Background: an optimization exercise with open tools, aiming at small area. Do not read the settings as production practice.
The RTL was checked by simulation tests, not by an equivalence proof against the original design.
Power figures rest on the tool's default switching activity, not on a simulated workload.

## bsrw
module bsrw (
    input             clk,
    input             rst,
    input             host_we,
    input      [2:0]  host_addr,
    input      [31:0] host_wdata,
    output            busy,
    output     [31:0] res0,
    output     [31:0] status,
    output            mem_req,
    output            mem_we,
    output     [9:0]  mem_addr,
    output     [7:0]  mem_wdata,
    input      [7:0]  mem_rdata,
    input             mem_ready,
    output            out_valid,
    output     [7:0]  out_data,
    input             out_ready
);
    localparam OP_CREATE = 4'h1, OP_DESTROY = 4'h2, OP_AT_END = 4'h3,
               OP_RD1    = 4'h4, OP_RDBITS  = 4'h5, OP_RDFIELD = 4'h6,
               OP_RDBA   = 4'h7, OP_REMBYT  = 4'h8, OP_REMBIT  = 4'h9,
               OP_WRBITS = 4'hA, OP_WRFIELD = 4'hB, OP_WRBA    = 4'hC,
               OP_DUMP   = 4'hD;
    localparam ST_IDLE = 4'd0,  ST_LD   = 4'd1,  ST_DEC  = 4'd2,  ST_CR   = 4'd3,
               ST_RD   = 4'd4,  ST_RW   = 4'd5,  ST_BA   = 4'd6,  ST_BW   = 4'd7,
               ST_WR   = 4'd8,  ST_DHDR = 4'd9,  ST_DROW = 4'd10, ST_DHEX = 4'd11,
               ST_DBAR = 4'd12, ST_DASC = 4'd13, ST_DSP  = 4'd14, ST_DLF  = 4'd15;
    reg [3:0]  st;
    reg [2:0]  ph;           
    reg [79:0]  rbase;
    reg [87:0]  rlen;
    reg [111:0] rpos;
    reg [23:0]  rcb;         
    reg [13:0] a0v;
    reg        a0sat, a0neg;
    reg [31:0] arg1, arg2;
    reg [3:0]  opc, cid;
    reg        sf, ill;
    reg [14:0] r0;
    reg        err;
    reg [3:0]  fc;
    reg [1:0]  rs;
    reg [7:0]  acc;
    reg [13:0] R;            
    reg [2:0]  b;            
    reg [10:0] ptr;
    reg        ain, aout;    
    reg        zp;           
    reg        cs, skip;     
    reg        nsrc;         
    function gt14;
        input [13:0] a, b;
        integer i;
        reg r;
  ...
clock: 20.0 ns
lec_check: 0
cap_margin: 0
core_margin: 2
core_utilization: 40
slew_margin: 0
standard.sh (not shown) runs the stock make flow with config.mk's settings and CLKGATE_MAP_FILE= SYNTH_SCRIPT=/design/flow/synth_recipe.tcl, a recipe that flattens the netlist after the stock synthesis.
==> flow/flow/run.sh <==
#!/bin/bash
# Own layout flow: the standard flow (standard.sh), with these changes to how the
# layout is made:
#  * synthesis: the same ORFS synthesis script (synth_recipe.tcl), so the same registers,
#    but ABC maps the logic with an area-oriented script (flow/abc_area.script) and
#    adders are left to ABC instead of the fa/ha cell map;
#  * ports are buffered with sky130_fd_sc_hd__buf_1;
#  * clock tree synthesis uses small clusters of clkbuf_4 buffers and no dummy loads.
# Each make run's full output goes to its own log here (synth_make.log, layout_make.log);
# ORFS also keeps each tool's log under orfs/logs/.
set -uo pipefail
here=$(pwd)
rm -rf "$here/scripts_area"
cp -r "$FLOW_HOME/scripts" "$here/scripts_area"
chmod -R u+w "$here/scripts_area"
cp "$here/flow/abc_area.script" "$here/scripts_area/abc_area.script"
bash standard.sh "SCRIPTS_DIR=$here/scripts_area" ABC_AREA=1 ADDER_MAP_FILE= synth > synth_make.log 2>&1
status=$?
if [[ $status -ne 0 ]]; then
  tail -30 synth_make.log
  exit $status
fi
bash standard.sh \
  "BUFFER_PORTS_ARGS=-buffer_cell sky130_fd_sc_hd__buf_1" \
  "CTS_ARGS=-sink_clustering_enable -repair_clock_nets -dont_use_dummy_load -buf_list sky130_fd_sc_hd__clkbuf_4 -sink_clustering_size 9 -sink_clustering_max_diameter 45" \
  finish > layout_make.log 2>&1
status=$?
tail -20 layout_make.log
exit $status
==> flow/flow/abc_area.script <==
strash
&get -n
&fraig -x
&put
scorr
dc2
dretime
strash
&get -n
&dch -f
&nf {D}
&put
strash
&get -n
&dch -f
&nf {D}
&put
strash
&get -n
&dch -f
&nf {D}
&put
strash
&get -n
&dch -f
&nf {D}
&put
The first run produced a clean layout.
==> next run, changes <==
CAP_MARGIN = 20   (was 0)
SLEW_MARGIN = 20   (was 0)
Register-to-register slack stays flat.
Synthesized cell count does not change.
Area after synthesis does not change.
Routed wire length hardly moves.
Clock power barely changes.
Total power stays flat.
Final area barely changes.
Clock skew barely changes.
Setup slack improved by 0.036 ns.

========
Setup of v21:
Another version of the RTL of bsrw (not shown whole).
Size: ~1900 cells after synthesis, ~460 flip-flops, ~140 I/O pins, about 19000 um^2 of cells after synthesis.
==> flow/config.mk <==
export PLATFORM = sky130hd
export DESIGN_NAME = bsrw
export DESIGN_NICKNAME = bsrw
export VERILOG_FILES = /design/flow/design.v
export SDC_FILE = /design/flow/constraint.sdc
export NUM_CORES = 4
export LEC_CHECK = 0
export CAP_MARGIN = 20
export CORE_MARGIN = 2
export CORE_UTILIZATION = 55
export SLEW_MARGIN = 20
==> flow/constraint.sdc <==
create_clock -name core_clock -period 20.0 [get_ports {clk}]
set_input_delay 4.0000 -clock core_clock [delete_from_list [all_inputs] [get_ports {clk}]]
set_output_delay 4.0000 -clock core_clock [all_outputs]
set_load 0.01 [all_outputs]
==> flow/flow/abc_area.script <==
strash
&get -n
&fraig -x
&put
scorr
dc2
dretime
strash
&get -n
&dch -f
&nf -R 1000 {D}
&put
strash
&get -n
&dch -f
&nf -R 1000 {D}
&put
strash
&get -n
&dch -f
&nf -R 1000 {D}
&put
strash
&get -n
&dch -f
&nf -R 1000 {D}
&put
strash
&get -n
&dch -f
&nf -R 1000 {D}
&put
Scripts as last shown in full above: flow/flow/run.sh
Changes in v47 relative to v21:
- swapping 55 for 40 in CORE_UTILIZATION
==> flow/flow/abc_area.script <==
strash
&get -n
&fraig -x
&put
scorr
dc2
dretime
strash
&get -n
&dch -f
&nf {D}
&put
strash
&get -n
&dch -f
&nf {D}
&put
strash
&get -n
&dch -f
&nf {D}
&put
strash
&get -n
&dch -f
&nf {D}
&put
## What came out
- Run comparison: v21 top routing layer in use met5; v47 top routing layer in use met4
- Diff v21 -> v47: via count +4.1%; final instance area +2.3%; mux share of post-synthesis cell area -0.41 points.
- Looking at peak clock frequency supported by timing across v47 and v21, the one that comes out lower is v21.
- When the final numbers for v47 and v21 were put side by side, the number of non-clock inverters turned out to be greater in v47.
- The run showing the smaller synthesized cell count is v21.
- Comparing v47 and v21, the higher utilization is on v21.
- Power density over cell area delta (v47 -> v21): insignificant
- In v47 the global-route usage turned out 6.2 points lower than in v21.
Setup changes, v47 to v45
==> flow/flow/abc_area.script <==
strash
&get -n
&fraig -x
&put
scorr
dc2
dretime
strash
&get -n
&dch -f
&nf -R 1000 {D}
&put
strash
&get -n
&dch -f
&nf -R 1000 {D}
&put
strash
&get -n
&dch -f
&nf -R 1000 {D}
&put
strash
&get -n
&dch -f
&nf -R 1000 {D}
&put
strash
&get -n
&dch -f
&nf -R 1000 {D}
&put
==> comparison <==
Comparing non-clock buffer count for v45 and v47, the bigger number came from v45. In v45, data arrival time of the critical path is higher than in v47. Cmp v45 and v47 / register share of the cell area / higher: v45. Of the two values seen for origin of the worst setup path, rpos[102] was produced by v47 and rpos[98] by v45. v45 — wire length about 9% lower, v47 as reference. Global-route usage (lower): v45. v45 ended with less number of tap cells inserted than v47.
### v45 -> v51
- CORE_UTILIZATION now 55, was 40
==> flow/flow/abc_area.script <==
strash
&get -n
&fraig -x
&put
scorr
dc2
dretime
strash
&get -n
&dch -f
&nf {D}
&put
strash
&get -n
&dch -f
&nf {D}
&put
strash
&get -n
&dch -f
&nf {D}
&put
strash
&get -n
&dch -f
&nf {D}
&put
Findings:
v51 finished end to end and its layout was clean on timing, DRC and antenna.
In the tables for v51 and v45, global placement routability congestion reads lower with v45.
Going from v45 to v51, combinational cell fraction of total power now larger, proportion of power drawn by the clock network now sits lower, cell total after placement lower, total global routing track utilization has increased.
The largest clock skew in the final design reported for v51 is smaller than that of v45 by 39 ps.

[port drivers added, routing unchanged]
The results above use ideal ports. As a check the final layouts listed here were re-extracted and re-timed, cells and wires unchanged. Step 1, drivers: a clkbuf_16 drives clk and a buf_2 each remaining input, both assumed. Step 2 adds t to the input delays and takes it off the output delays; t is the mean of the earliest and latest rising clock arrival at the registers after step 1. Input paths then give back, and output paths get back, about the clock's delay inside the block. Slacks: ideal / step 1 / step 2; pairs: ideal / step 1.
run | t (ns) | slack for setup (ns) | worst register clock-pin slew, ns
the first run of note 1 | 0.826 | 6.887 / 6.832 / 7.657 | 0.11 / 0.11
the second run of note 1 | 0.825 | 6.923 / 6.867 / 7.692 | 0.11 / 0.11
v21 | 0.778 | 4.953 / 4.899 / 5.676 | 0.11 / 0.11
v47 | 0.842 | 7.268 / 7.216 / 8.058 | 0.11 / 0.11
v45 | 0.823 | 4.934 / 4.877 / 5.700 | 0.10 / 0.10
v51 | 0.781 | 7.434 / 7.380 / 8.161 | 0.11 / 0.11
After both steps setup and hold are still met in every run listed.
